This is an optimization exercise on Yosys and OpenROAD, whose aim is small area, not a production implementation.
Where RTL was checked, it was by simulation tests only, not by an equivalence proof against the original.
For runs 1, 2 and 4, only the layout was checked, not whether the RTL still works.
Power and IR drop assume default switching activity.

==> flow/design.v <==
module stepper_sequencer (
    input  wire        clk,
    input  wire        rst,           
    input  wire        cmd_valid,
    output wire        cmd_ready,
    input  wire [47:0] cmd,
    output wire        rsp_valid,
    output wire [39:0] rsp,
    output reg         ser_latch,
    output reg         ser_data,
    output reg         ser_clk,
    output wire [7:0]  duty_a1,
    output wire [7:0]  duty_b1,
    output wire [7:0]  duty_a2,
    output wire [7:0]  duty_b2,
    output wire        delay_req,
    output wire [31:0] delay_ms,
    input  wire        delay_ack
);
    localparam [3:0] S_IDLE = 4'd0;
    localparam [3:0] S_DIV  = 4'd1;    
    localparam [3:0] S_LOAD = 4'd2;    
    localparam [3:0] S_LOOP = 4'd3;
    localparam [3:0] S_CORE = 4'd4;
    localparam [3:0] S_TX   = 4'd5;
    localparam [3:0] S_PWA  = 4'd6;
    localparam [3:0] S_PWB  = 4'd7;
    localparam [3:0] S_P1   = 4'd8;    
    localparam [3:0] S_P3   = 4'd9;    
    localparam [3:0] S_RESP = 4'd10;
    localparam [3:0] S_LCOR = 4'd11;   
    localparam [2:0] O_NEW  = 3'd0;
    localparam [2:0] O_SET  = 3'd1;
    localparam [2:0] O_ONE  = 3'd2;
    localparam [2:0] O_STEP = 3'd3;
    localparam [2:0] O_REL  = 3'd4;
    localparam [2:0] O_LW   = 3'd5;
    localparam [25:0] SIXTY_MILLION = 26'd60000000;
    localparam [10:0] THOUSAND      = 11'd1000;
    reg [3:0]  st;
    reg [2:0]  op;
    reg [2:0]  rc;       
    reg        ps;       
    reg        dirb;     
    reg [1:0]  sty;      
    reg [31:0] imm;
    reg [3:0]  mcnt;     
    reg [4:0]  cnt;      
    reg [4:0]  ph;       
    reg        run;      
    reg        fp;       
    reg [26:0] sc;       
    reg        prev;     
    reg        cy;       
    reg        sub;      
    reg        bw;       
    reg        mdone;    
    reg [7:0]  lw;       
    reg        valid0, valid1;
    reg        nz0, nz1;
    reg [25:0] sq0, sq1;
    reg [25:0] us0, us1;
    reg [9:0]  rem0, rem1;
    reg [5:0]  pos0, pos1;
    reg [7:0]  da1, db1, da2, db2;
    wire [3:0] c_op   = cmd[47:44];
    wire [2:0] c_port = cmd[43:41];
    wire [2:0] c_dir  = cmd[40:38];
    wire [2:0] c_sty  = cmd[37:35];
    wire [2:0] c_rsv  = cmd[34:32];
    wire       z_hi   = ~|cmd[31:16];
    wire       z_imm  = z_hi & ~|cmd[15:0];
    wire       z_dsr  = ~|cmd[40:32];
    reg c_legal;
    always @(*) begin
        case (c_op)
            4'd1, 4'd2: c_legal = z_dsr;
            4'd3:       c_legal = (c_rsv == 3'd0) && z_imm;
            4'd4:       c_legal = (c_rsv == 3'd0);
            4'd5:       c_legal = z_dsr && z_imm;
            4'd6:       c_legal = (c_port == 3'd0) && z_dsr && z_hi;
            default:    c_legal = 1'b0;
        endcase
    end
    wire c_port_ok = (c_port == 3'd1) || (c_port == 3'd2);
    wire c_ps      = c_port[1];
    wire c_valid   = c_ps ? valid1 : valid0;
    wire c_nz      = c_ps ? nz1 : nz0;
    wire c_dir_ok  = (c_dir == 3'd1) || (c_dir == 3'd2);
    wire c_sty_ok  = (c_sty != 3'd0) && (c_sty <= 3'd4);
    wire c_motion  = (c_op == 4'd3) || (c_op == 4'd4);
    reg [2:0] c_rc;
    always @(*) begin
        if (!c_legal)                          c_rc = 3'd1;
        else if (c_op == 4'd6)                 c_rc = 3'd0;
        else if (!c_port_ok)                   c_rc = 3'd2;
        else if (c_op != 4'd1 && !c_valid)     c_rc = 3'd3;
        else if (c_motion && !c_dir_ok)        c_rc = 3'd4;
        else if (c_motion && !c_sty_ok)        c_rc = 3'd5;
        else if (c_op == 4'd2 && (!c_nz || z_imm)) c_rc = 3'd6;
        else                                   c_rc = 3'd0;
    end
    wire [5:0] curpos = ps ? pos1 : pos0;
    wire [9:0] currem = ps ? rem1 : rem0;
    wire       micro  = (sty == 2'd3);
    wire       new_op = (op == O_NEW);
    wire s_div  = (st == S_DIV);
    wire s_load = (st == S_LOAD);
    wire s_cor  = (st == S_LCOR);
    wire m1k    = s_load | s_cor;                     
    wire act    = run | (ph == 5'd25) | s_cor;        
    wire first  = (cnt == 5'd0);
    wire a_end  = (cnt == 5'd10);                     
    wire p_end  = (cnt == 5'd26);                     
    wire sqtap  = ps ? sq1[0] : sq0[0];
    wire ustap  = ps ? us1[0] : us0[0];
    wire k60    = SIXTY_MILLION[ph];
    wire dbit   = s_load ? ustap : (new_op ? k60 : sqtap);
    wire ring0  = m1k ? sc[16] : sc[0];               
    wire a_bit  = s_cor ? sc[16] : (first ? dbit : (prev & ~fp));
    wire dv_bit = m1k ? THOUSAND[cnt[3:0]] : imm[0];
    wire b_bit  = s_cor ? (dv_bit & ~sub) : (dv_bit ^ sub);
    wire c_in   = first ? (sub & ~s_cor) : cy;
    wire s_bit  = a_bit ^ b_bit ^ c_in;
    wire c_out  = (a_bit & b_bit) | (a_bit & c_in) | (b_bit & c_in);
    wire q_bit  = ~s_bit & (m1k | ~(imm[0] | (|imm[31:27])));
    reg [4:0] ld_k;
    always @(*) begin
        case (sty)
            2'd2:    ld_k = 5'd1;
            2'd3:    ld_k = 5'd4;
            default: ld_k = 5'd0;
        endcase
    end
    wire rd_ok  = s_div | (s_load & (cnt <= 5'd10));   
    wire       odd = curpos[3];
    wire       d1  = micro;
    wire       d8  = (sty == 2'd0 && odd) || (sty == 2'd1 && !odd) || (sty == 2'd2);
    wire       d16 = (sty == 2'd0 && !odd) || (sty == 2'd1 && odd);
    wire [5:0] delta = {1'b0, d16, d8, 2'b00, d1};
    wire [5:0] np = dirb ? curpos - delta : curpos + delta;
    function [3:0] phase8;    
        input [2:0] k;
        begin
            case (k)
                3'd0: phase8 = 4'b0001;
                3'd1: phase8 = 4'b0011;
                3'd2: phase8 = 4'b0010;
                3'd3: phase8 = 4'b0110;
                3'd4: phase8 = 4'b0100;
                3'd5: phase8 = 4'b1100;
                3'd6: phase8 = 4'b1000;
                default: phase8 = 4'b1001;
            endcase
        end
    endfunction
    wire [3:0] set = (op == O_REL) ? 4'b0000 : phase8({np[5:4], micro | np[3]});
    wire [7:0] en_bits = ps ? {set[2], set[3], set[0], 4'b0000, set[1]}
                            : {3'b000, set[3], set[2], set[0], set[1], 1'b0};
    wire [7:0] pmask   = ps ? 8'hE1 : 8'h1E;
    wire [7:0] l_m     = rst ? 8'hFF : (op == O_LW) ? imm[15:8] : pmask;
    wire [7:0] l_v     = rst ? 8'h00 : (op == O_LW) ? imm[7:0]  : en_bits;
    function [7:0] curve2;
        input [4:0] i;
        begin
            case (i)
                5'd0:  curve2 = 8'd0;
                5'd1:  curve2 = 8'd25;
                5'd2:  curve2 = 8'd50;
                5'd3:  curve2 = 8'd74;
                5'd4:  curve2 = 8'd98;
                5'd5:  curve2 = 8'd120;
                5'd6:  curve2 = 8'd141;
                5'd7:  curve2 = 8'd162;
                5'd8:  curve2 = 8'd180;
                5'd9:  curve2 = 8'd197;
                5'd10: curve2 = 8'd212;
                5'd11: curve2 = 8'd225;
                5'd12: curve2 = 8'd236;
                5'd13: curve2 = 8'd244;
                5'd14: curve2 = 8'd250;
                5'd15: curve2 = 8'd253;
                5'd16: curve2 = 8'd255;
                5'd17: curve2 = 8'd253;
                5'd18: curve2 = 8'd250;
                5'd19: curve2 = 8'd244;
                5'd20: curve2 = 8'd236;
                5'd21: curve2 = 8'd225;
                5'd22: curve2 = 8'd212;
                5'd23: curve2 = 8'd197;
                5'd24: curve2 = 8'd180;
                5'd25: curve2 = 8'd162;
                5'd26: curve2 = 8'd141;
                5'd27: curve2 = 8'd120;
                5'd28: curve2 = 8'd98;
                5'd29: curve2 = 8'd74;
                5'd30: curve2 = 8'd50;
                default: curve2 = 8'd25;
            endcase
        end
    endfunction
    wire       flip = curpos[4] ^ (st == S_PWA);
    wire [7:0] dval = (rst || op == O_REL) ? 8'd0 : curve2({flip, curpos[3:0]});
    wire [9:0]  frac   = sc[25:16];
    wire [9:0]  addend = (st == S_P3) ? 10'd24 : frac;
    wire [10:0] rsum   = {1'b0, currem} + {1'b0, addend};
    wire        over   = (rsum > 11'd1000);
    wire mz     = (mcnt == 4'd0);
    wire i_dec  = ~micro | mz;           
    wire b_cur  = first ? i_dec : bw;
    wire n_zero = b_cur & ~imm[0];       
    wire main_more = ~mdone & ~n_zero;
    wire home   = (curpos == 6'd0) || (curpos == 6'd16);
    reg [1:0] tx_act;    
    reg       tx_val;
    always @(*) begin
        tx_act = 2'd1;
        tx_val = 1'b0;
        case (cnt)
            5'd0:  begin tx_act = 2'd0; tx_val = 1'b0; end
            5'd1:  begin tx_act = 2'd1; tx_val = 1'b0; end
            5'd26: begin tx_act = 2'd0; tx_val = 1'b1; end
            5'd2, 5'd5, 5'd8, 5'd11, 5'd14, 5'd17, 5'd20, 5'd23:
                   begin tx_act = 2'd2; tx_val = 1'b0; end
            5'd4, 5'd7, 5'd10, 5'd13, 5'd16, 5'd19, 5'd22, 5'd25:
                   begin tx_act = 2'd2; tx_val = 1'b1; end
            5'd3:  begin tx_act = 2'd1; tx_val = lw[7]; end
            5'd6:  begin tx_act = 2'd1; tx_val = lw[6]; end
            5'd9:  begin tx_act = 2'd1; tx_val = lw[5]; end
            5'd12: begin tx_act = 2'd1; tx_val = lw[4]; end
            5'd15: begin tx_act = 2'd1; tx_val = lw[3]; end
            5'd18: begin tx_act = 2'd1; tx_val = lw[2]; end
            5'd21: begin tx_act = 2'd1; tx_val = lw[1]; end
            default: begin tx_act = 2'd1; tx_val = lw[0]; end
        endcase
    end
    assign cmd_ready = (st == S_IDLE);
    assign rsp_valid = (st == S_RESP);
    assign delay_req = (st == S_P1) || (st == S_P3);
    wire [15:0] ms = {sc[0], sc[1], sc[2], sc[3], sc[4], sc[5], sc[6], sc[7],
                      sc[8], sc[9], sc[10], sc[11], sc[12], sc[13], sc[14], sc[15]};
    assign delay_ms  = (st == S_P3) ? 32'd1 : {16'd0, ms};
    wire [1:0] r_status = (rc == 3'd0) ? 2'd0 : (rc == 3'd6) ? 2'd2 : 2'd1;
    wire [2:0] r_cause  = (rc == 3'd6) ? 3'd1 : rc;
    wire       r_pos    = (op == O_ONE) && (rc == 3'd0);
    assign rsp = {r_status, r_cause, 29'd0, r_pos ? curpos : 6'd0};
    assign duty_a1 = da1;
    assign duty_b1 = db1;
    assign duty_a2 = da2;
    assign duty_b2 = db2;
    always @(posedge clk) begin
        if (rst) begin
            st        <= S_IDLE;
        end else begin
            case (st)
                S_IDLE: if (cmd_valid) begin
                    if (c_rc != 3'd0)
                        st <= S_RESP;
                    else case (c_op)
                        4'd1, 4'd2: st <= S_DIV;
                        4'd4:       st <= S_LOAD;
                        default:    st <= S_CORE;
                    endcase
                end
                S_DIV: if (p_end && ph == 5'd0) st <= S_RESP;
                S_LOAD: if (p_end && ph == ld_k) st <= S_LCOR;
                S_LCOR: if (a_end) st <= S_LOOP;
                S_LOOP: if (cnt == 5'd31) begin
                    if (main_more || (micro && !home)) st <= S_CORE;
                    else st <= S_RESP;
                end
                S_CORE: st <= S_TX;
                S_TX:   if (cnt == 5'd26) st <= (op == O_LW) ? S_RESP : S_PWA;
                S_PWA:  st <= S_PWB;
                S_PWB:  st <= (op == O_STEP) ? S_P1 : S_RESP;
                S_P1: if (delay_ack) st <= over ? S_P3 : S_LOOP;
                S_P3: if (delay_ack) st <= S_LOOP;
                default: st <= S_IDLE;    
            endcase
        end
    end
    wire s_tx = (st == S_TX);
    wire pv   = ~rst & tx_val;
    always @(posedge clk) begin
        if (rst | (st == S_CORE)) lw <= (lw & ~l_m) | (l_v & l_m);
        if (rst | (s_tx & (tx_act == 2'd0))) ser_latch <= pv;
        if (rst | (s_tx & (tx_act == 2'd1))) ser_data  <= pv;
        if (rst | (s_tx & (tx_act == 2'd2))) ser_clk   <= pv;
        if (rst | ((st == S_PWA) & ~ps)) da1 <= dval;
        if (rst | ((st == S_PWA) &  ps)) da2 <= dval;
        if (rst | ((st == S_PWB) & ~ps)) db1 <= dval;
        if (rst | ((st == S_PWB) &  ps)) db2 <= dval;
        if (rst | (s_div & new_op & ~ps)) valid0 <= ~rst;
        if (rst | (s_div & new_op &  ps)) valid1 <= ~rst;
    end
    wire acc_ok = (st == S_IDLE) && cmd_valid && (c_rc == 3'd0);
    wire sq_w   = s_div & new_op & p_end;
    wire us_w   = s_div & (new_op | p_end);
    wire pace_w = ((st == S_P1) || (st == S_P3)) && delay_ack;
    wire rem_en = s_div || pace_w;
    wire [9:0] rem_d = s_div ? 10'd0 : rsum[9:0];
    wire pos_en = (s_div && new_op) || ((st == S_CORE) && (op == O_ONE || op == O_STEP));
    wire [5:0] pos_d = s_div ? 6'd0 : np;
    wire nz_en  = acc_ok && (c_op == 4'd1);
    wire us_bit = ~new_op & q_bit;
    wire sc_hi_en = act & (s_div | (m1k & (cnt <= 5'd10)));
    wire sc_lo_en = act & (s_div | (s_load & a_end));
    wire imm_lo_en = (st == S_IDLE) || (st == S_LOOP) || (s_div & act);
    wire imm_hi_en = (st == S_IDLE) || (st == S_LOOP);
    always @(posedge clk) begin
        ph  <= (ph == 5'd0) ? 5'd25 : ph - 5'd1;
        sq0 <= {(sq_w & ~ps) ? q_bit : sq0[0], sq0[25:1]};
        sq1 <= {(sq_w &  ps) ? q_bit : sq1[0], sq1[25:1]};
        us0 <= {(us_w & ~ps) ? us_bit : us0[0], us0[25:1]};
        us1 <= {(us_w &  ps) ? us_bit : us1[0], us1[25:1]};
    end
    always @(posedge clk) begin
        if ((s_div | s_load | s_cor) ? (act & ~p_end & ~(s_cor & a_end))
                                     : (st == S_TX || st == S_LOOP))
            cnt <= cnt + 5'd1;
        else
            cnt <= 5'd0;
        if (st == S_IDLE) begin
            run <= 1'b0;
            fp  <= 1'b1;
        end else if (s_div | s_load) begin
            if (ph == 5'd25) run <= 1'b1;
            if (p_end) fp <= 1'b0;
        end
        prev <= ring0;
        cy   <= c_out;
        if ((s_div & p_end) | (s_load & a_end))
            sub <= ~s_bit;
        else if (st == S_IDLE)
            sub <= 1'b1;
        if (sc_hi_en) sc[26:16] <= {s_bit, sc[26:17]};
        if (sc_lo_en) sc[15:0]  <= {s_div ? sc[16] : q_bit, sc[15:1]};
        if (imm_lo_en)
            imm[26:0] <= (st == S_IDLE) ? cmd[26:0]
                       : {(s_div ? imm[0] : imm[27]), imm[26:1]};
        if (imm_hi_en)
            imm[31:27] <= (st == S_IDLE) ? cmd[31:27]
                        : {imm[0] ^ b_cur, imm[31:28]};
        bw <= b_cur & ~imm[0];
        if (st == S_IDLE) begin
            op    <= c_op[2:0] - 3'd1;
            rc    <= c_rc;
            ps    <= c_ps;
            dirb  <= c_dir[1];
            sty   <= c_sty[1:0] - 2'd1;
            mcnt  <= 4'd0;
            mdone <= 1'b0;
        end else if (st == S_LOOP && cnt == 5'd31) begin
            if (micro && main_more) mcnt <= mcnt - 4'd1;
            if (!main_more) mdone <= 1'b1;
        end
        if (nz_en) begin
            if (c_ps) nz1 <= ~z_imm; else nz0 <= ~z_imm;
        end
        if (rem_en) begin
            if (ps) rem1 <= rem_d; else rem0 <= rem_d;
        end
        if (pos_en) begin
            if (ps) pos1 <= pos_d; else pos0 <= pos_d;
        end
    end
endmodule
==> flow/flow/run.sh <==
#!/bin/bash
# Own layout flow: the standard ORFS flow, with
#  - port buffers of the smallest buffer cell (every port still gets its buffer),
#  - a clock tree without dummy loads, built from clkbuf_16 clusters of at most 24 sinks.
# The full make output goes to run_make.log in the work folder; ORFS's own
# per-step logs stay under orfs/logs.
set -euo pipefail
CTS="-sink_clustering_enable -repair_clock_nets -dont_use_dummy_load -buf_list sky130_fd_sc_hd__clkbuf_16 -sink_clustering_size 24 -sink_clustering_max_diameter 80"
bash standard.sh \
  "BUFFER_PORTS_ARGS=-buffer_cell sky130_fd_sc_hd__buf_1" \
  "CTS_ARGS=$CTS" \
  finish > run_make.log 2>&1
==> flow/standard.sh <==
#!/bin/bash
# synth_recipe.tcl (not shown) runs the flow's synth.tcl, then flattens the netlist and writes it again
# the make line also repeats each setting of config.mk as NAME=value (left out here)
make -C /OpenROAD-flow-scripts/flow DESIGN_CONFIG=/design/flow/config.mk WORK_HOME=/design/flow/orfs CLKGATE_MAP_FILE= SYNTH_SCRIPT=/design/flow/synth_recipe.tcl "${@:-finish}"
==> flow/config.mk <==
export PLATFORM = sky130hd
export DESIGN_NAME = stepper_sequencer
export DESIGN_NICKNAME = stepper_sequencer
export VERILOG_FILES = /design/flow/design.v
export SDC_FILE = /design/flow/constraint.sdc
export NUM_CORES = 4
export LEC_CHECK = 0
export CAP_MARGIN = 20
export CORE_MARGIN = 2
export CORE_UTILIZATION = 65
export PLACE_DENSITY = 0.75
export SLEW_MARGIN = 20
==> flow/constraint.sdc <==
create_clock -name core_clock -period 22.0 [get_ports {clk}]
set_input_delay 4.4000 -clock core_clock [delete_from_list [all_inputs] [get_ports {clk}]]
set_output_delay 4.4000 -clock core_clock [all_outputs]
set_load 0.01 [all_outputs]
==> results of run 1 <==
## layer usage
metal,wire (um),share of wire (%),vias to the layer above
met2,11900,48,270
met5,0,0,-
met3,1360,5.5,40
met1,10700,43,3899
met4,626,2.5,0
li1,-,-,3975
## cell families (layout without fill, tap and decap cells)
| family | Yosys count | count (layout) | share of synthesized area [%] |
|---|---|---|---|
| simple gates | 393 | 393 | 15.4 |
| flops | 277 | 277 | 59.2 |
| compound gates | 196 | 196 | 10.4 |
| buf+inv | 135 | 191 | 5.74 |
| fa+ha+maj | 43 | 43 | 4.72 |
| mux | 29 | 29 | 2.62 |
| xor+xnor | 26 | 26 | 1.92 |
| other cells | 1 | 45 | 0.0316 |
## state kept, by name, indices dropped and copies added (netlist names), 4 cells and up, named ones only
register,cells
imm,32
sc,27
sq0,26
sq1,26
us0,26
us1,26
rem0,10
rem1,10
da1,8
da2,8
db1,8
db2,8
pos0,6
pos1,6
cnt,5
ph,5
mcnt,4
st,4
## cell usage after synthesis (all sizes together) (17+ instances only)
cell type,instances,area [um^2]
nor2b,33,206
mux2,17,191
ha,40,500
edfxtp,149,4470
dfxtp,128,2560
clkbuf,38,144
nand2,154,578
inv,44,165
nor2,94,353
nand3,27,135
buf,53,373
a21oi,57,289
nor3,21,105
o21ai,61,305
## through the flow
| step | hold WS (ns) | util [%] | setup WS [ns] | cell area [um^2] | total power [mW] |
|---|---|---|---|---|---|
| floorplan | 0.310 | - | 15.37 | 12100 | 1.14 |
| global placement | 0.311 | 68.9 | 15.09 | 12400 | 1.27 |
| detailed placement | 0.312 | 68.9 | 15.03 | 12400 | 1.29 |
| CTS | 0.313 | 71.0 | 15.40 | 12800 | 1.56 |
| global route | 0.324 | 71.0 | 15.20 | 12800 | 1.66 |
| finish | 0.312 | 71.0 | 15.37 | 12800 | 1.56 |
## power by group
part	leakage (nW)	total [mW]	switching (mW)	internal (mW)
clock	0.185	0.270	0.148	0.122
sequential	2.48	0.721	0.0398	0.681
combinational	2.22	0.572	0.382	0.191
total	4.88	1.56	0.569	0.994
## worst paths after layout
path / startpoint / cells after the start / slack (ns) / endpoint
hold / removal: sq0[3] / 0 / 0.31 / sq0[2]
setup reg to reg: ps / 15 / 17.53 / register
hold reg to reg: sq0[3] / 0 / 0.31 / sq0[2]
setup / recovery: st[1] / 6 / 15.37 / delay_ms[0]
## area by class of cell
type                       instances  area [um^2]  share of cell area, %
clock buffer                      15          375                   2.94
inverter                          44          165                   1.29
multi-input combinational        732         4340                   34.0
sequential                       277         7040                   55.1
tap                              229          287                   2.25
timing repair buffer             132          556                   4.35
==> flow_summary.json, run 1 <==
{
  "max_freq_ghz": 0.151,
  "cts_tree": "done",
  "drt_iter0_drc": 771,
  "dp_hpwl_mm": 17.4,
  "final_cells": 1429,
  "ctsRootBufferMaster": "clkbuf_16",
  "gr-usage-met2_pct": 43.8,
  "clkSinkCount": 277,
  "rsz0062_at_grt": "no",
  "crit_arrival_ns": 2.23,
  "final_nets": 1297,
  "drt_pass1_iterations": 5,
  "numCtsBuffers": 15,
  "grt_usage_pct": 25.5,
  "worst_slew_margin_rel_pct": 32.0,
  "core-area_um2": 18000,
  "irDropWorstVdd_mv": 0.0852,
  "path_max_fanout": 25,
  "fill_cells": 1363,
  "tns_ns": 0,
  "start_util_pct": 66.2,
  "grt_util_met1_pct": 35.2,
  "worst_pin_slew_ns": 0.994,
  "clkTransAtPathRegs_ns": 0.10,
  "start_kind": "register",
  "seq_area_frac_synth_pct": 59.2,
  "crit_type": "register to primary output",
  "path_cells": "nor2_1 -> nand2_1 -> nor2_1 -> buf_4 -> or2_2 -> buf_1",
  "slew_viol_final": 0,
  "cts-resized-gates": 0,
  "syn_area_um2": 11900,
  "overflow": 0,
  "drive_gt1_share_pct": 5.50,
  "grt-busiest-layer": "met2",
  "yosys_most_used_dff": "edfxtp_1",
  "crit_top_cell": "nor2_1",
  "synth-seq-cells": 277,
  "final_common_cell": "nand2_1",
  "cp_top_family": "simple AND/OR/NAND/NOR gates",
  "antenna_found_initial": 0,
  "final_cell_mix": "154 x nand2_1, 149 x edfxtp_1, 128 x dfxtp_1, 116 x buf_1, 94 x nor2_1",
  "wl_mm": 24.6,
  "slowest_delay_ns": 0.63,
  "powerDensity_nw_per_um2": 123,
  "end_kind": "primary output",
  "postRouteAntennaNets": 0,
  "postCtsHoldBufs": 0,
  "fp.dieH_um": 139,
  "portBuffers": 116,
  "fin_crit_ns": 6.63,
  "synth-edff-count": 149,
  "post_drt_wl_per_cell_um": 17.2,
  "path_buf_inv": 2,
  "dp_cells": 1414,
  "hold_path.class": "register to register",
  "hold_viol": 0,
  "antennaDiodeCount": 0,
  "gp_congestion": 0.891,
  "yosys_warnings": 1,
  "dieWidth_um": 139,
  "clockBufferDepth": 3,
  "fp-row-count": 49,
  "status": "finished clean",
  "fin_crit_sh_pct": 30.2,
  "p_leak_nw": 4.88,
  "grt_pass1_wl_mm": 40.4,
  "vias_per_cell": 5.73,
  "drc": 0,
  "syn_area_per_cell_um2": 10.8,
  "grt_pass1_vias": 7989,
  "grt_max_degree": 48,
  "crit_slowest_cell": "dfxtp_1",
  "post_cts_buffers": 0,
  "via_count": 8184,
  "setup_viol": 0,
  "io_pins": 162,
  "maxCapViolations": 0,
  "synth_cell_types": 66,
  "syn2layout_area_growth_pct": 7.36,
  "insertion_delay_ns": 0.49,
  "fin_skew_ns": 0.0423,
  "synthArstFlopShare_pct": 0,
  "crit_required_ns": 17.60,
  "cts_max_level": 1,
  "die_area_um2": 19400,
  "use_met3_pct": 3.13,
  "synthCells": 1100
}
==> run 2, diff against run 1 <==
==> flow/flow/run.sh (replaced) <==
#!/bin/bash
# Own layout flow: the standard ORFS flow, with
#  - port buffers of the smallest buffer cell (every port still gets its buffer),
#  - a clock tree without dummy loads, built from clkbuf_8 clusters of at most 14 sinks.
# The full make output goes to run_make.log in the work folder; ORFS's own
# per-step logs stay under orfs/logs.
set -euo pipefail
CTS="-sink_clustering_enable -repair_clock_nets -dont_use_dummy_load -buf_list sky130_fd_sc_hd__clkbuf_8 -sink_clustering_size 14 -sink_clustering_max_diameter 60"
bash standard.sh \
  "BUFFER_PORTS_ARGS=-buffer_cell sky130_fd_sc_hd__buf_1" \
  "CTS_ARGS=$CTS" \
  finish > run_make.log 2>&1
==> flow_summary.json, run 2 <==
{
  "status": "finished clean",
  "fill_cells": 1389,
  "yosys.cell_count.top_type": "nand2_1",
  "drc": 0,
  "use_met3_pct": 3.44,
  "dp_cells": 1414,
  "hold_path.class": "register to register",
  "grt_pass1_vias": 8039,
  "grt-busiest-layer": "met2",
  "grt_max_degree": 48,
  "yosys_most_used_dff": "edfxtp_1",
  "crit_arrival_ns": 2.26,
  "start_util_pct": 66.2,
  "seq_area_frac_synth_pct": 59.2,
  "start_kind": "register",
  "via_count": 8179,
  "final_cells": 1438,
  "overflow": 0,
  "p_leak_nw": 4.86,
  "drive_gt1_share_pct": 6.20,
  "cts_tree": "done",
  "rrSetupSlack_ns": 17.51,
  "setup_viol": 0,
  "synthArstFlopShare_pct": 0,
  "worst_pin_slew_ns": 1.00,
  "drt_iter0_drc": 769,
  "synth_cell_types": 66,
  "gr-usage-met2_pct": 43.0,
  "whs_ns": 0.309,
  "gp_congestion": 0.891,
  "synthCells": 1100,
  "yosysTopAreaCellShare_pct": 37.6,
  "numCtsBuffers": 24,
  "core-area_um2": 18000,
  "final_cell_mix": "154 x nand2_1, 149 x edfxtp_1, 128 x dfxtp_1, 116 x buf_1, 94 x nor2_1",
  "insertion_delay_ns": 0.54,
  "synth_common_cells": "154 x nand2_1, 149 x edfxtp_1, 128 x dfxtp_1",
  "yosys_warnings": 1,
  "clkSinkCount": 277,
  "rsz0062_at_grt": "no",
  "io_pins": 162,
  "fp-row-count": 49,
  "postRouteAntennaNets": 0,
  "hold_path_depth": 0,
  "end_kind": "primary output",
  "min_to": "sq1[15]",
  "crit_required_ns": 17.60,
  "final_nets": 1306,
  "synth-seq-cells": 277,
  "post_cts_buffers": 0,
  "portBuffers": 116,
  "hold_viol": 0,
  "synth-edff-count": 149,
  "fin_crit_ns": 6.66,
  "antenna_found_initial": 0,
  "grt_pass1_wl_mm": 40.1,
  "worst_slew_margin_rel_pct": 31.4,
  "r2r_start": "ps",
  "fin_skew_ns": 0.0246,
  "cts-resized-gates": 0,
  "powerDensity_nw_per_um2": 121,
  "irDropWorstVdd_mv": 0.0735,
  "drt_pass1_iterations": 5,
  "antennaDiodeCount": 0,
  "clkTransAtPathRegs_ns": 0.09,
  "seqCellArea_um2": 7040,
  "tns_ns": 0,
  "reg_top3": "imm (32), sc (27)",
  "final_common_cell": "nand2_1",
  "fin_crit_sh_pct": 30.3,
  "cts_max_level": 1,
  "grt_util_met1_pct": 34.5,
  "syn2layout_area_growth_pct": 6.98,
  "holdCritStartpoint": "sq1[16]",
  "regMostFlops": "imm",
  "vias_per_cell": 5.69,
  "synth_area_leaders": "edfxtp_1 38%, dfxtp_1 22%, nand2_1 4.9%",
  "dieWidth_um": 139,
  "die_area_um2": 19400,
  "maxCapViolations": 0,
  "syn_area_per_cell_um2": 10.8,
  "largest_reg_flops": 32,
  "postCtsHoldBufs": 0,
  "path_max_fanout": 25,
  "grt_usage_pct": 25.4,
  "ctsRootBufferMaster": "clkbuf_8",
  "multi_input_comb_area_um2": 4340,
  "fp.dieH_um": 139,
  "post_drt_wl_per_cell_um": 17.0,
  "crit_type": "register to primary output",
  "synth_area_leader_cell": "edfxtp_1",
  "max_freq_ghz": 0.150,
  "clockBufferDepth": 3,
  "syn_area_um2": 11900,
  "wl_mm": 24.5,
  "slew_viol_final": 0,
  "dp_hpwl_mm": 17.4,
  "finish.utilization_pct": 70.8,
  "reg2reg_depth": 15
}
## run 2: cell count changes in the layout (fill, tap and decap cells not counted)
cell and change:
clkbuf_16 -15, clkbuf_8 +24
## run 2: logic make-up (layout without fill, tap and decap cells)
logic type,after synthesis,in the layout,synth area share (%)
AND/OR/NAND/NOR,393,393,15.4
flip-flops,277,277,59.2
AO/OA/AOI/OAI,196,196,10.4
buffers and inverters,135,200,5.74
adder cells (fa/ha/maj),43,43,4.72
multiplexers,29,29,2.62
XOR/XNOR,26,26,1.92
other,1,45,0.0316
## run 2: metrics by stage
step	area [um^2]	power (mW)	setup slack, ns
after floorplan	12100	1.14	15.37
after global placement	12400	1.27	15.09
after detailed placement	12400	1.29	15.03
after CTS	12700	1.53	15.35
after global routing	12700	1.63	15.15
final	12700	1.54	15.34
## run 2: routing by layer
| layer | vias up | wire (um) | share of wire [%] |
|---|---|---|---|
| met5 | - | 0 | 0 |
| met4 | 0 | 622 | 2.5 |
| met3 | 53 | 1620 | 6.6 |
| met2 | 296 | 11800 | 48 |
| met1 | 3851 | 10500 | 43 |
| li1 | 3979 | - | - |
## run 2: layout make-up
type,count,share of cell area (%)
sequential,277,55.3
multi-input combinational,732,34.1
timing repair buffer,132,4.37
clock buffer,24,2.60
tap,229,2.25
inverter,44,1.30
## run 2: power breakdown
group          internal, mW  switching [mW]  leakage (nW)
registers             0.681          0.0403          2.48
clock network        0.0975           0.148         0.173
logic                 0.191           0.380          2.22
## run 2: critical path: stages (launching register included)
cell and delay, ns:
dfxtp_1 0.62, nor2_1 0.18, nand2_1 0.22, nor2_1 0.06
buf_4 0.21, or2_2 0.30, buf_1 0.13
## run 2: how the worst max path moves through the flow
stage / from / to / slack [ns]
global route: st[1] / delay_ms[0] / 15.15
floorplan: cmd[44] / st[1] / 15.37
detailed placement: cmd[16] / st[1] / 15.03
finish: st[1] / delay_ms[0] / 15.34
CTS: st[1] / delay_ms[0] / 15.35
global placement: cmd[16] / st[1] / 15.09
==> run 3, diff against run 2 <==
--- a/flow/design.v
+++ b/flow/design.v
@@ -60,7 +60,8 @@
     reg        nz0, nz1;
     reg [25:0] sq0, sq1;
     reg [25:0] us0, us1;
-    reg [9:0]  rem0, rem1;
+    reg [10:0] rem0, rem1;
+    reg        ovr;      
     reg [5:0]  pos0, pos1;
     reg [7:0]  da1, db1, da2, db2;
     wire [3:0] c_op   = cmd[47:44];
@@ -101,7 +102,7 @@
         else                                   c_rc = 3'd0;
     end
     wire [5:0] curpos = ps ? pos1 : pos0;
-    wire [9:0] currem = ps ? rem1 : rem0;
+    wire       remtap = ps ? rem1[0] : rem0[0];
     wire       micro  = (sty == 2'd3);
     wire       new_op = (op == O_NEW);
     wire s_div  = (st == S_DIV);
@@ -116,11 +117,15 @@
     wire ustap  = ps ? us1[0] : us0[0];
     wire k60    = SIXTY_MILLION[ph];
     wire dbit   = s_load ? ustap : (new_op ? k60 : sqtap);
+    wire radd   = (st == S_TX) & (op == O_STEP) & (cnt <= 5'd10);
+    wire rsub   = (st == S_LOOP) & ovr & (cnt <= 5'd10);
+    wire remop  = radd | rsub;
+    wire kbit   = THOUSAND[cnt[3:0]];
     wire ring0  = m1k ? sc[16] : sc[0];               
-    wire a_bit  = s_cor ? sc[16] : (first ? dbit : (prev & ~fp));
-    wire dv_bit = m1k ? THOUSAND[cnt[3:0]] : imm[0];
-    wire b_bit  = s_cor ? (dv_bit & ~sub) : (dv_bit ^ sub);
-    wire c_in   = first ? (sub & ~s_cor) : cy;
+    wire a_bit  = remop ? remtap : s_cor ? sc[16] : (first ? dbit : (prev & ~fp));
+    wire dv_bit = m1k ? kbit : imm[0];
+    wire b_bit  = radd ? sc[16] : rsub ? ~kbit : s_cor ? (dv_bit & ~sub) : (dv_bit ^ sub);
+    wire c_in   = first ? (rsub | (sub & ~s_cor & ~radd)) : cy;
     wire s_bit  = a_bit ^ b_bit ^ c_in;
     wire c_out  = (a_bit & b_bit) | (a_bit & c_in) | (b_bit & c_in);
     wire q_bit  = ~s_bit & (m1k | ~(imm[0] | (|imm[31:27])));
@@ -132,7 +137,6 @@
             default: ld_k = 5'd0;
         endcase
     end
-    wire rd_ok  = s_div | (s_load & (cnt <= 5'd10));   
     wire       odd = curpos[3];
     wire       d1  = micro;
     wire       d8  = (sty == 2'd0 && odd) || (sty == 2'd1 && !odd) || (sty == 2'd2);
@@ -201,10 +205,8 @@
     endfunction
     wire       flip = curpos[4] ^ (st == S_PWA);
     wire [7:0] dval = (rst || op == O_REL) ? 8'd0 : curve2({flip, curpos[3:0]});
-    wire [9:0]  frac   = sc[25:16];
-    wire [9:0]  addend = (st == S_P3) ? 10'd24 : frac;
-    wire [10:0] rsum   = {1'b0, currem} + {1'b0, addend};
-    wire        over   = (rsum > 11'd1000);
+    wire ovr_c  = ~first & ovr;
+    wire ovr_n  = kbit ? (s_bit & ovr_c) : (s_bit | ovr_c);
     wire mz     = (mcnt == 4'd0);
     wire i_dec  = ~micro | mz;           
     wire b_cur  = first ? i_dec : bw;
@@ -273,7 +275,7 @@
                 S_TX:   if (cnt == 5'd26) st <= (op == O_LW) ? S_RESP : S_PWA;
                 S_PWA:  st <= S_PWB;
                 S_PWB:  st <= (op == O_STEP) ? S_P1 : S_RESP;
-                S_P1: if (delay_ack) st <= over ? S_P3 : S_LOOP;
+                S_P1: if (delay_ack) st <= ovr ? S_P3 : S_LOOP;
                 S_P3: if (delay_ack) st <= S_LOOP;
                 default: st <= S_IDLE;    
             endcase
@@ -296,14 +298,13 @@
     wire acc_ok = (st == S_IDLE) && cmd_valid && (c_rc == 3'd0);
     wire sq_w   = s_div & new_op & p_end;
     wire us_w   = s_div & (new_op | p_end);
-    wire pace_w = ((st == S_P1) || (st == S_P3)) && delay_ack;
-    wire rem_en = s_div || pace_w;
-    wire [9:0] rem_d = s_div ? 10'd0 : rsum[9:0];
+    wire rem_en = s_div | remop;
+    wire rem_in = ~s_div & s_bit;
     wire pos_en = (s_div && new_op) || ((st == S_CORE) && (op == O_ONE || op == O_STEP));
     wire [5:0] pos_d = s_div ? 6'd0 : np;
     wire nz_en  = acc_ok && (c_op == 4'd1);
     wire us_bit = ~new_op & q_bit;
-    wire sc_hi_en = act & (s_div | (m1k & (cnt <= 5'd10)));
+    wire sc_hi_en = (act & (s_div | (m1k & (cnt <= 5'd10)))) | radd;
     wire sc_lo_en = act & (s_div | (s_load & a_end));
     wire imm_lo_en = (st == S_IDLE) || (st == S_LOOP) || (s_div & act);
     wire imm_hi_en = (st == S_IDLE) || (st == S_LOOP);
@@ -333,7 +334,13 @@
             sub <= ~s_bit;
         else if (st == S_IDLE)
             sub <= 1'b1;
-        if (sc_hi_en) sc[26:16] <= {s_bit, sc[26:17]};
+        if (sc_hi_en) sc[26:16] <= {radd ? sc[16] : s_bit, sc[26:17]};
+        if (st == S_IDLE)
+            ovr <= 1'b0;
+        else if (radd)
+            ovr <= ovr_n;
+        else if (rsub & (cnt == 5'd10))
+            ovr <= 1'b0;
         if (sc_lo_en) sc[15:0]  <= {s_div ? sc[16] : q_bit, sc[15:1]};
         if (imm_lo_en)
             imm[26:0] <= (st == S_IDLE) ? cmd[26:0]
@@ -358,7 +365,7 @@
             if (c_ps) nz1 <= ~z_imm; else nz0 <= ~z_imm;
         end
         if (rem_en) begin
-            if (ps) rem1 <= rem_d; else rem0 <= rem_d;
+            if (ps) rem1 <= {rem_in, rem1[10:1]}; else rem0 <= {rem_in, rem0[10:1]};
         end
         if (pos_en) begin
             if (ps) pos1 <= pos_d; else pos0 <= pos_d;
==> flow/flow/run.sh (replaced) <==
#!/bin/bash
# Own layout flow: the standard ORFS flow, with
#  - port buffers of the smallest buffer cell (every port still gets its buffer),
#  - a clock tree without dummy loads, built from clkbuf_16 clusters of at most 24 sinks.
# The full make output goes to run_make.log in the work folder; ORFS's own
# per-step logs stay under orfs/logs.
set -euo pipefail
CTS="-sink_clustering_enable -repair_clock_nets -dont_use_dummy_load -buf_list sky130_fd_sc_hd__clkbuf_16 -sink_clustering_size 24 -sink_clustering_max_diameter 80"
bash standard.sh \
  "BUFFER_PORTS_ARGS=-buffer_cell sky130_fd_sc_hd__buf_1" \
  "CTS_ARGS=$CTS" \
  finish > run_make.log 2>&1
==> flow_summary.json, run 3 <==
{
  "fin_crit_ns": 6.67,
  "intPower_mw": 0.970,
  "syn2layout_area_growth_pct": 7.57,
  "clkSinkCount": 280,
  "synthCells": 1040,
  "seqCellArea_um2": 7120,
  "post_cts_buffers": 0,
  "cts_max_level": 1,
  "largest_reg_flops": 32,
  "tns_ns": 0,
  "holdCritStartpoint": "sq0[18]",
  "insertion_delay_ns": 0.48,
  "portBuffers": 116,
  "start_util_pct": 66.6,
  "synth_area_leader_cell": "edfxtp_1",
  "clockBufferDepth": 3,
  "regMostFlops": "imm",
  "reg_top3": "imm (32), sc (27)",
  "seq_area_frac_synth_pct": 61.6,
  "synthArstFlopShare_pct": 0,
  "worst_slew_margin_rel_pct": 31.1,
  "drt_iter0_drc": 787,
  "final_cell_mix": "151 x edfxtp_1, 144 x nand2_1, 129 x dfxtp_1, 116 x buf_1, 98 x nor2_1",
  "final_common_cell": "edfxtp_1",
  "postCtsHoldBufs": 0,
  "grt_pass1_wl_mm": 35.2,
  "reg2reg_depth": 17,
  "wl_mm": 22.4,
  "postRouteAntennaNets": 0,
  "rsz0062_at_grt": "no",
  "post-place-ws_ns": 15.00,
  "rrSetupSlack_ns": 17.40,
  "synth_common_cells": "151 x edfxtp_1, 144 x nand2_1, 129 x dfxtp_1",
  "crit_arrival_ns": 2.27,
  "clockPowerShare_pct": 18.2,
  "overflow": 0,
  "irDropWorstVdd_mv": 0.0842,
  "hold_viol": 0,
  "grt_pass1_vias": 6805,
  "fill_cells": 1266,
  "fp.dieH_um": 137,
  "hold_path_depth": 0,
  "synth_area_leaders": "edfxtp_1 39%, dfxtp_1 22%, nand2_1 4.7%",
  "r2r_start": "ps",
  "clkTransAtPathRegs_ns": 0.09,
  "yosys_warnings": 1,
  "gp_congestion": 0.988,
  "ctsRootBufferMaster": "clkbuf_16",
  "cts_tree": "done",
  "path_max_fanout": 24,
  "syn_area_per_cell_um2": 11.1,
  "yosys_most_used_dff": "edfxtp_1",
  "synth_cell_types": 77,
  "p_sw_mw": 0.520,
  "cp-startpoint": "st[1]",
  "vias_per_cell": 5.64,
  "fp-row-count": 48,
  "hold_path.class": "register to register",
  "syn_area_um2": 11600,
  "maxCapViolations": 0,
  "powerDensity_nw_per_um2": 120,
  "core-area_um2": 17400,
  "fin_crit_sh_pct": 30.3,
  "antennaDiodeCount": 0,
  "antenna_found_initial": 0,
  "yosys.cell_count.top_type": "edfxtp_1",
  "whs_ns": 0.311,
  "cts-resized-gates": 0,
  "numCtsBuffers": 15,
  "drc": 0,
  "post_drt_wl_per_cell_um": 16.4,
  "multi_input_comb_area_um2": 3970,
  "pwr-share-comb_pct": 33.6,
  "end_kind": "primary output",
  "die_area_um2": 18900,
  "grt_usage_pct": 23.8,
  "layout_setup_ws_ns": 15.33,
  "slew_viol_final": 0,
  "io_pins": 162,
  "crit_required_ns": 17.60,
  "worst_pin_slew_ns": 1.03,
  "setup_viol": 0,
  "drt_pass1_iterations": 7,
  "yosysTopAreaCellShare_pct": 39.2,
  "fin_skew_ns": 0.0211,
  "finish.utilization_pct": 71.6,
  "crit_type": "register to primary output",
  "status": "finished clean",
  "drive_gt1_share_pct": 4.47,
  "max_freq_ghz": 0.150,
  "via_count": 7702,
  "synth-seq-cells": 280,
  "p_leak_nw": 4.69,
  "final_nets": 1228,
  "start_kind": "register",
  "dieWidth_um": 137,
  "synth-edff-count": 151,
  "seqPwrFrac_pct": 48.3,
  "min_to": "sq0[17]",
  "dp_hpwl_mm": 15.9,
  "p_sw_share_pct": 34.9,
  "grt_max_degree": 51
}
run 3: cell families (layout without fill, tap and decap cells):
logic type                 after synthesis  in the layout  share of synthesized area [%]
buffers and inverters                  126            183                           5.55
other                                    1             45                         0.0325
xor gates and xnor gates                21             21                           1.59
muxes                                   20             20                           1.93
DFF                                    280            280                           61.6
AOI/OAI and AO/OA                      178            178                           9.86
adders and majority gates               34             34                           3.79
and+or+nand+nor                        380            380                           15.6
run 3: power by group through the flow:
stage          Combinational (mW)  Clock, mW  Sequential, mW
2_1_floorplan               0.366          0           0.720
3_3_place_gp                0.486          0           0.729
3_5_place_dp                0.494          0           0.731
4_1_cts                     0.497      0.276           0.719
5_1_grt                     0.559      0.293           0.729
6_report                    0.500      0.271           0.719
run 3: layout make-up:
type,instances,area share [%]
timing repair buffer,132,4.47
multi-input combinational,678,31.9
inverter,36,1.09
sequential,280,57.3
clock buffer,15,3.02
tap,225,2.26
run 3: worst max-delay path by stage:
stage / end / slack [ns] / depth (start not counted)
4_1_cts: delay_ms[0] / 15.36 / 5
2_1_floorplan: st[2] / 15.23 / 7
3_3_place_gp: st[2] / 15.06 / 8
3_5_place_dp: st[2] / 15.00 / 8
6_report: delay_ms[0] / 15.33 / 5
5_1_grt: delay_ms[0] / 15.20 / 5
run 3: metrics by stage:
step                      instance area (um^2)  total power [mW]  instances
final                                    12400              1.49       1366
after global routing                     12400              1.58       1366
after CTS                                12400              1.49       1366
after detailed placement                 12100              1.22       1351
after global placement                   12100              1.21       1351
after floorplan                          11700              1.09       1084
run 3: layer usage:
layer	part of all wire (%)	global-route usage, %	routed length (um)	up-vias
met4	2.7	7.67	605	0
met1	46	35.3	10400	3599
met3	6.0	3.16	1360	45
li1	-	-	-	3772
met5	0	0	0	-
met2	45	36.7	10100	286
run 3: worst max-delay path, cell delays in order (launching register included):
cell and delay, ns:
dfxtp_1 0.53, or2_1 0.41, nor3_1 0.26, buf_4 0.26, or2_1 0.16, buf_1 0.16
==> run 4, diff against run 3 <==
--- a/flow/design.v
+++ b/flow/design.v
@@ -29,12 +29,12 @@
     localparam [3:0] S_P3   = 4'd9;    
     localparam [3:0] S_RESP = 4'd10;
     localparam [3:0] S_LCOR = 4'd11;   
-    localparam [2:0] O_NEW  = 3'd0;
-    localparam [2:0] O_SET  = 3'd1;
-    localparam [2:0] O_ONE  = 3'd2;
-    localparam [2:0] O_STEP = 3'd3;
-    localparam [2:0] O_REL  = 3'd4;
-    localparam [2:0] O_LW   = 3'd5;
+    localparam [2:0] O_NEW  = 3'd1;
+    localparam [2:0] O_SET  = 3'd2;
+    localparam [2:0] O_ONE  = 3'd3;
+    localparam [2:0] O_STEP = 3'd4;
+    localparam [2:0] O_REL  = 3'd5;
+    localparam [2:0] O_LW   = 3'd6;
     localparam [25:0] SIXTY_MILLION = 26'd60000000;
     localparam [10:0] THOUSAND      = 11'd1000;
     reg [3:0]  st;
@@ -88,7 +88,7 @@
     wire c_valid   = c_ps ? valid1 : valid0;
     wire c_nz      = c_ps ? nz1 : nz0;
     wire c_dir_ok  = (c_dir == 3'd1) || (c_dir == 3'd2);
-    wire c_sty_ok  = (c_sty != 3'd0) && (c_sty <= 3'd4);
+    wire c_sty_ok  = c_sty[2] ? (c_sty[1:0] == 2'd0) : (c_sty[1:0] != 2'd0);
     wire c_motion  = (c_op == 4'd3) || (c_op == 4'd4);
     reg [2:0] c_rc;
     always @(*) begin
@@ -103,7 +103,7 @@
     end
     wire [5:0] curpos = ps ? pos1 : pos0;
     wire       remtap = ps ? rem1[0] : rem0[0];
-    wire       micro  = (sty == 2'd3);
+    wire       micro  = (sty == 2'd0);
     wire       new_op = (op == O_NEW);
     wire s_div  = (st == S_DIV);
     wire s_load = (st == S_LOAD);
@@ -117,8 +117,9 @@
     wire ustap  = ps ? us1[0] : us0[0];
     wire k60    = SIXTY_MILLION[ph];
     wire dbit   = s_load ? ustap : (new_op ? k60 : sqtap);
-    wire radd   = (st == S_TX) & (op == O_STEP) & (cnt <= 5'd10);
-    wire rsub   = (st == S_LOOP) & ovr & (cnt <= 5'd10);
+    wire c_le10 = ~cnt[4] & (~cnt[3] | (~cnt[2] & ~(cnt[1] & cnt[0])));    
+    wire radd   = (st == S_TX) & (op == O_STEP) & c_le10;
+    wire rsub   = (st == S_LOOP) & ovr & c_le10;
     wire remop  = radd | rsub;
     wire kbit   = THOUSAND[cnt[3:0]];
     wire ring0  = m1k ? sc[16] : sc[0];               
@@ -132,17 +133,17 @@
     reg [4:0] ld_k;
     always @(*) begin
         case (sty)
-            2'd2:    ld_k = 5'd1;
-            2'd3:    ld_k = 5'd4;
+            2'd3:    ld_k = 5'd1;
+            2'd0:    ld_k = 5'd4;
             default: ld_k = 5'd0;
         endcase
     end
     wire       odd = curpos[3];
     wire       d1  = micro;
-    wire       d8  = (sty == 2'd0 && odd) || (sty == 2'd1 && !odd) || (sty == 2'd2);
-    wire       d16 = (sty == 2'd0 && !odd) || (sty == 2'd1 && odd);
+    wire       d8  = (sty == 2'd1 && odd) || (sty == 2'd2 && !odd) || (sty == 2'd3);
+    wire       d16 = (sty == 2'd1 && !odd) || (sty == 2'd2 && odd);
     wire [5:0] delta = {1'b0, d16, d8, 2'b00, d1};
-    wire [5:0] np = dirb ? curpos - delta : curpos + delta;
+    wire [5:0] np = curpos + (delta ^ {6{dirb}}) + {5'd0, dirb};
     function [3:0] phase8;    
         input [2:0] k;
         begin
@@ -304,7 +305,7 @@
     wire [5:0] pos_d = s_div ? 6'd0 : np;
     wire nz_en  = acc_ok && (c_op == 4'd1);
     wire us_bit = ~new_op & q_bit;
-    wire sc_hi_en = (act & (s_div | (m1k & (cnt <= 5'd10)))) | radd;
+    wire sc_hi_en = (act & (s_div | (m1k & c_le10))) | radd;
     wire sc_lo_en = act & (s_div | (s_load & a_end));
     wire imm_lo_en = (st == S_IDLE) || (st == S_LOOP) || (s_div & act);
     wire imm_hi_en = (st == S_IDLE) || (st == S_LOOP);
@@ -350,11 +351,11 @@
                         : {imm[0] ^ b_cur, imm[31:28]};
         bw <= b_cur & ~imm[0];
         if (st == S_IDLE) begin
-            op    <= c_op[2:0] - 3'd1;
+            op    <= c_op[2:0];
             rc    <= c_rc;
             ps    <= c_ps;
             dirb  <= c_dir[1];
-            sty   <= c_sty[1:0] - 2'd1;
+            sty   <= c_sty[1:0];
             mcnt  <= 4'd0;
             mdone <= 1'b0;
         end else if (st == S_LOOP && cnt == 5'd31) begin
==> flow/flow/run.sh (replaced) <==
#!/bin/bash
# Own layout flow: the standard ORFS flow, with
#  - port buffers of the smallest buffer cell (every port still gets its buffer),
#  - a clock tree without dummy loads, built from clkbuf_8 clusters of at most 14 sinks.
# The full make output goes to run_make.log in the work folder; ORFS's own
# per-step logs stay under orfs/logs.
set -euo pipefail
CTS="-sink_clustering_enable -repair_clock_nets -dont_use_dummy_load -buf_list sky130_fd_sc_hd__clkbuf_8 -sink_clustering_size 14 -sink_clustering_max_diameter 60"
bash standard.sh \
  "BUFFER_PORTS_ARGS=-buffer_cell sky130_fd_sc_hd__buf_1" \
  "CTS_ARGS=$CTS" \
  finish > run_make.log 2>&1
--- a/flow/config.mk
+++ b/flow/config.mk
@@ -5,6 +5,7 @@
 export SDC_FILE = /design/flow/constraint.sdc
 export NUM_CORES = 4
 export LEC_CHECK = 0
+export ABC_AREA = 1
 export CAP_MARGIN = 20
 export CORE_MARGIN = 2
 export CORE_UTILIZATION = 65
==> flow_summary.json, run 4 <==
{
  "syn_area_per_cell_um2": 9.93,
  "final_cell_mix": "200 x nand2_1, 151 x edfxtp_1, 146 x nor2_1, 144 x inv_1, 129 x dfxtp_1",
  "multi_input_comb_area_um2": 3560,
  "drt_pass1_iterations": 5,
  "fin_area_um2": 12400,
  "fin_crit_sh_pct": 32.0,
  "cts_tree": "done",
  "synth_common_cells": "200 x nand2_1, 151 x edfxtp_1, 147 x nor2_1",
  "fin_skew_ns": 0.0570,
  "path_max_fanout": 19,
  "finish.utilization_pct": 71.6,
  "status": "finished clean",
  "p_leak_nw": 5.04,
  "whs_ns": 0.304,
  "postCtsHoldBufs": 0,
  "cts_max_level": 1,
  "reg2reg_depth": 19,
  "worst_slew_margin_rel_pct": 41.2,
  "clkSinkCount": 280,
  "io_pins": 162,
  "layout_setup_ws_ns": 14.97,
  "dieWidth_um": 137,
  "portBuffers": 116,
  "grt_util_met1_pct": 33.8,
  "fill_cells": 1324,
  "crit_required_ns": 17.60,
  "antennaDiodeCount": 0,
  "crit_type": "register to primary output",
  "grt-busiest-layer": "met2",
  "wl_mm": 23.2,
  "slew_viol_final": 0,
  "hold_path_depth": 0,
  "final_common_cell": "nand2_1",
  "yosys.cell_count.top_type": "nand2_1",
  "synthCells": 1161,
  "synth_area_leader_cell": "edfxtp_1",
  "synth-edff-count": 151,
  "p_sw_share_pct": 38.4,
  "post-place-ws_ns": 15.63,
  "max_freq_ghz": 0.142,
  "grt_pass1_vias": 7416,
  "use_met3_pct": 3.64,
  "hold_viol": 0,
  "reg_top3": "imm (32), sc (27)",
  "drt_iter0_drc": 626,
  "dp_cells": 1487,
  "clockPowerShare_pct": 15.8,
  "clockBufferDepth": 3,
  "seqPwrFrac_pct": 47.9,
  "numCtsBuffers": 24,
  "hold_path.class": "register to register",
  "post_drt_wl_per_cell_um": 15.4,
  "end_kind": "primary output",
  "yosys_most_used_dff": "edfxtp_1",
  "core-area_um2": 17300,
  "via_count": 8073,
  "antenna_found_initial": 0,
  "dp_hpwl_mm": 17.0,
  "tns_ns": 0,
  "grt_usage_pct": 24.8,
  "powerDensity_nw_per_um2": 127,
  "syn_area_um2": 11500,
  "fp-row-count": 48,
  "synth_area_leaders": "edfxtp_1 39%, dfxtp_1 22%, nand2_1 6.5%",
  "largest_reg_flops": 32,
  "die_area_um2": 18800,
  "grt_max_degree": 59,
  "crit_arrival_ns": 2.63,
  "drive_gt1_share_pct": 5.59,
  "pwr-share-comb_pct": 36.3,
  "clkTransAtPathRegs_ns": 0.09,
  "postRouteAntennaNets": 0,
  "gp_congestion": 0.923,
  "synth_cell_types": 61,
  "yosys_warnings": 1,
  "grt_pass1_wl_mm": 36.2,
  "p_sw_mw": 0.604,
  "yosysTopAreaCellShare_pct": 39.3,
  "rsz0062_at_grt": "no",
  "setup_viol": 0,
  "insertion_delay_ns": 0.57,
  "irDropWorstVdd_mv": 0.0735,
  "seq_area_frac_synth_pct": 61.7,
  "start_kind": "register",
  "final_nets": 1369,
  "syn2layout_area_growth_pct": 7.42,
  "post_cts_buffers": 0,
  "power.total_mw": 1.57,
  "fin_crit_ns": 7.03,
  "gr-usage-met2_pct": 41.0,
  "cts-resized-gates": 0,
  "worst_pin_slew_ns": 0.882,
  "maxCapViolations": 0,
  "ctsRootBufferMaster": "clkbuf_8",
  "post_dp_cell_area_um2": 12000,
  "final_cells": 1512,
  "drc": 0,
  "synthArstFlopShare_pct": 0,
  "regMostFlops": "imm",
  "overflow": 0,
  "start_util_pct": 66.7,
  "seqCellArea_um2": 7120,
  "vias_per_cell": 5.34,
  "synth-seq-cells": 280,
  "intPower_mw": 0.969,
  "fp.dieH_um": 137
}
## run 4: power by group through the flow
stage | registers (mW) | logic, mW | clock network (mW)
floorplan | 0.756 | 0.409 | 0
global placement | 0.760 | 0.550 | 0
detailed placement | 0.764 | 0.563 | 0
CTS | 0.753 | 0.565 | 0.255
global route | 0.763 | 0.641 | 0.271
finish | 0.753 | 0.571 | 0.248
## run 4: path summary, 6_finish.rpt
| kind | start | endpoint | slack (ns) |
|---|---|---|---|
| worst max-delay path | ps | rsp[2] | 14.97 |
| worst min-delay path | sq0[6] | sq0[5] | 0.30 |
| worst max register to register | ps | register | 17.75 |
| worst min register to register | sq0[6] | sq0[5] | 0.30 |
## run 4: cell type report
type	instances	share of cell area, %
Clock buffer	24	2.67
Multi-Input combinational cell	702	28.7
Sequential cell	280	57.5
Tap cell	225	2.27
Timing Repair Buffer	126	4.12
Inverter	155	4.74
## run 4: cells by family after synthesis
| logic type | share of synthesized area, % |
|---|---|
| and+or+nand+nor | 16.9 |
| muxes | 0.174 |
| buffers and inverters | 8.90 |
| xor gates and xnor gates | 0.619 |
| other | 0.0325 |
| AOI/OAI and AO/OA | 8.53 |
| adders and majority gates | 3.17 |
| DFF | 61.7 |
## run 4: worst max-delay path: stages, from the launching register on
cell,delay (ns)
edfxtp_1,0.76
inv_6,0.30
nand2_1,0.09
nand2_2,0.15
clkinv_1,0.35
nor2_1,0.23
buf_1,0.17
## run 4: routing by layer
layer	share of wire, %	wire length [um]
met3	7.8	1810
met5	0	0
met1	43	9950
met2	46	10700
met4	3.3	768
==> run 5, diff against run 4 <==
--- a/flow/design.v
+++ b/flow/design.v
@@ -310,7 +310,7 @@
     wire imm_lo_en = (st == S_IDLE) || (st == S_LOOP) || (s_div & act);
     wire imm_hi_en = (st == S_IDLE) || (st == S_LOOP);
     always @(posedge clk) begin
-        ph  <= (ph == 5'd0) ? 5'd25 : ph - 5'd1;
+        ph  <= (rst | (ph == 5'd0)) ? 5'd25 : ph - 5'd1;
         sq0 <= {(sq_w & ~ps) ? q_bit : sq0[0], sq0[25:1]};
         sq1 <= {(sq_w &  ps) ? q_bit : sq1[0], sq1[25:1]};
         us0 <= {(us_w & ~ps) ? us_bit : us0[0], us0[25:1]};
--- a/flow/flow/run.sh
+++ b/flow/flow/run.sh
@@ -1,6 +1,7 @@
 #!/bin/bash
 # Own layout flow: the standard ORFS flow, with
 #  - port buffers of the smallest buffer cell (every port still gets its buffer),
+#  - one tie cell per constant instead of one per constant load,
 #  - a clock tree without dummy loads, built from clkbuf_8 clusters of at most 14 sinks.
 # The full make output goes to run_make.log in the work folder; ORFS's own
 # per-step logs stay under orfs/logs.
@@ -9,4 +10,5 @@
 bash standard.sh \
   "BUFFER_PORTS_ARGS=-buffer_cell sky130_fd_sc_hd__buf_1" \
   "CTS_ARGS=$CTS" \
+  SKIP_REPAIR_TIE_FANOUT=1 \
   finish > run_make.log 2>&1
--- a/flow/config.mk
+++ b/flow/config.mk
@@ -5,7 +5,6 @@
 export SDC_FILE = /design/flow/constraint.sdc
 export NUM_CORES = 4
 export LEC_CHECK = 0
-export ABC_AREA = 1
 export CAP_MARGIN = 20
 export CORE_MARGIN = 2
 export CORE_UTILIZATION = 65
==> flow_summary.json, run 5 <==
{
  "overflow": 0,
  "synth_common_cells": "151 x edfxtp_1, 147 x nand2_1, 129 x dfxtp_1",
  "p_leak_nw": 4.55,
  "cts_tree": "done",
  "clockPowerShare_pct": 17.2,
  "p_sw_mw": 0.502,
  "grt_pass1_wl_mm": 37.1,
  "hold_viol": 0,
  "die_area_um2": 19000,
  "start_kind": "register",
  "crit_arrival_ns": 2.31,
  "crit_type": "register to primary output",
  "drive_gt1_share_pct": 5.29,
  "portBuffers": 116,
  "grt_max_degree": 50,
  "rsz0062_at_grt": "no",
  "holdCritStartpoint": "sq1[5]",
  "hold_path.class": "register to register",
  "synth_area_leader_cell": "edfxtp_1",
  "worst_pin_slew_ns": 0.800,
  "dieWidth_um": 138,
  "yosys_most_used_dff": "edfxtp_1",
  "slew_viol_final": 0,
  "start_util_pct": 66.8,
  "pwr-share-comb_pct": 32.0,
  "antennaDiodeCount": 0,
  "core-area_um2": 17400,
  "via_count": 7794,
  "fp.dieH_um": 138,
  "path_max_fanout": 18,
  "r2r_start": "ps",
  "fin_crit_ns": 6.71,
  "final_cell_mix": "151 x edfxtp_1, 147 x nand2_1, 129 x dfxtp_1, 116 x buf_1, 88 x nor2_1",
  "cts-resized-gates": 0,
  "seq_area_frac_synth_pct": 61.2,
  "syn2layout_area_growth_pct": 5.28,
  "synth_cell_types": 80,
  "postRouteAntennaNets": 0,
  "maxCapViolations": 0,
  "syn_area_per_cell_um2": 11.1,
  "powerDensity_nw_per_um2": 116,
  "synthCells": 1052,
  "p_sw_share_pct": 35.2,
  "post_cts_buffers": 0,
  "end_kind": "primary output",
  "yosys_warnings": 1,
  "synth-seq-cells": 280,
  "status": "finished clean",
  "post-place-ws_ns": 15.44,
  "grt_usage_pct": 24.9,
  "reg_top3": "imm (32), sc (27)",
  "drt_iter0_drc": 600,
  "insertion_delay_ns": 0.53,
  "cts_max_level": 1,
  "post_drt_wl_per_cell_um": 17.3,
  "postCtsHoldBufs": 0,
  "synthArstFlopShare_pct": 0,
  "grt_pass1_vias": 7113,
  "intPower_mw": 0.922,
  "irDropWorstVdd_mv": 0.176,
  "worst_slew_margin_rel_pct": 46.0,
  "tns_ns": 0,
  "max_freq_ghz": 0.149,
  "syn_area_um2": 11600,
  "yosysTopAreaCellShare_pct": 39.0,
  "synth_area_leaders": "edfxtp_1 39%, dfxtp_1 22%, nand2_1 4.7%",
  "fin_crit_sh_pct": 30.5,
  "wl_mm": 23.2,
  "io_pins": 162,
  "final_common_cell": "edfxtp_1",
  "fp-row-count": 48,
  "yosys.cell_count.top_type": "edfxtp_1",
  "regMostFlops": "imm",
  "clkSinkCount": 280,
  "fin_skew_ns": 0.0195,
  "crit_required_ns": 17.60,
  "synth-edff-count": 151,
  "final_nets": 1197,
  "clkTransAtPathRegs_ns": 0.08,
  "seqPwrFrac_pct": 50.8,
  "clockBufferDepth": 3,
  "drt_pass1_iterations": 7,
  "largest_reg_flops": 32,
  "layout_setup_ws_ns": 15.29,
  "gp_congestion": 0.915,
  "ctsRootBufferMaster": "clkbuf_8",
  "vias_per_cell": 5.82,
  "setup_viol": 0,
  "drc": 0,
  "cp-startpoint": "st[0]",
  "numCtsBuffers": 24,
  "finish.utilization_pct": 70.3,
  "dp_hpwl_mm": 16.4,
  "antenna_found_initial": 0
}
==> run 5: cell types whose count changed after synthesis, sizes merged, moves of 14 or more <==
cell / previous run / this run
inv: 152 / 30
nand3: 47 / 15
o21ai: 90 / 58
nor2: 152 / 89
nor2b: 0 / 26
clkbuf: 14 / 28
nand2: 207 / 147
xnor2: 1 / 15
==> run 5: path summary, 6_finish.rpt <==
kind	end	slack [ns]	cells after the start
hold reg to reg	sq1[4]	0.33	0
setup / recovery	delay_ms[0]	15.29	5
setup reg to reg	register	18.30	11
hold / removal	sq1[4]	0.33	0
==> run 5: routing by layer <==
layer	track usage (%)	up-vias	share of wire, %
met5	0	-	0
met4	5.27	0	1.6
met3	3.50	32	7.1
met2	38.5	299	44
met1	37.8	3640	47
li1	-	3823	-
==> run 5: layout make-up <==
cell class / count / area (um^2)
Inverter: 31 / 116
Clock buffer: 24 / 330
Timing Repair Buffer: 129 / 533
Fill cell: 1278 / 5170
Multi-Input combinational cell: 651 / 3870
Sequential cell: 280 / 7120
Tap cell: 225 / 282
==> run 5: worst max-delay path, cell delays in order, from the launching register on <==
cell and delay [ns]:
dfxtp_1 0.70, inv_1 0.19, nor3_1 0.34, buf_4 0.27
or2_2 0.13, buf_1 0.17
==> run 5: kinds of logic (layout without fill, tap and decap cells) <==
logic type      Yosys count  in the layout  synth area share [%]
simple gates            388            388                  16.1
compound gates          194            194                  10.6
flops                   280            280                  61.2
fa+ha+maj                29             29                  3.23
other cells               1              1                0.0322
mux                      17             17                  1.59
buf+inv                 121            184                  5.67
xor+xnor                 22             22                  1.66
==> run 5: power by group through the flow <==
stage                     clock (mW)  sequential (mW)  combinational [mW]
after floorplan                    0            0.716               0.346
after global placement             0            0.732               0.443
after detailed placement           0            0.735               0.450
after CTS                      0.253            0.724               0.451
after global routing           0.267            0.733               0.511
final                          0.245            0.723               0.456
==> run 5: metrics by stage <==
step                      total power, mW  area, um^2  std cells  hold WS (ns)
after global placement               1.18       11900       1316         0.310
after floorplan                      1.06       11600       1052         0.310
after detailed placement             1.18       11900       1316         0.312
final                                1.42       12300       1340         0.326
after global routing                 1.51       12300       1340         0.329
after CTS                            1.43       12200       1340         0.323

[re-timing with driven ports]
Ports are ideal in the flow. The routed layouts listed here were re-timed in OpenROAD.
Step 1 (the two cells are an assumption about what drives the block):
set clk [get_ports {clk}]
set_driving_cell -lib_cell sky130_fd_sc_hd__clkbuf_16 $clk
set_driving_cell -lib_cell sky130_fd_sc_hd__buf_2 [delete_from_list [all_inputs] $clk]
Step 2, shift: input delay + t, output delay - t, t = (earliest + latest rising clock arrival at the registers) / 2. This alone moves slack from input paths to output paths.
a / b / c = ideal ports / drivers / drivers and shift; a / b = the first two.
| run | t, ns | setup WS [ns] | slew at the worst register clock pin (ns) |
|---|---|---|---|
| run 1 | 0.513 | 15.366 / 15.324 / 15.013 | 0.10 / 0.10 |
| run 2 | 0.569 | 15.339 / 15.301 / 15.015 | 0.09 / 0.09 |
| run 3 | 0.519 | 15.331 / 15.285 / 14.986 | 0.10 / 0.10 |
| run 4 | 0.587 | 14.967 / 14.925 / 15.512 | 0.11 / 0.11 |
| run 5 | 0.560 | 15.286 / 15.248 / 15.420 | 0.09 / 0.09 |
After both steps every run listed still meets setup and hold. For run 1, which loses most, drivers alone change the setup slack by -0.042 ns; drivers and shift together by -0.353 ns.
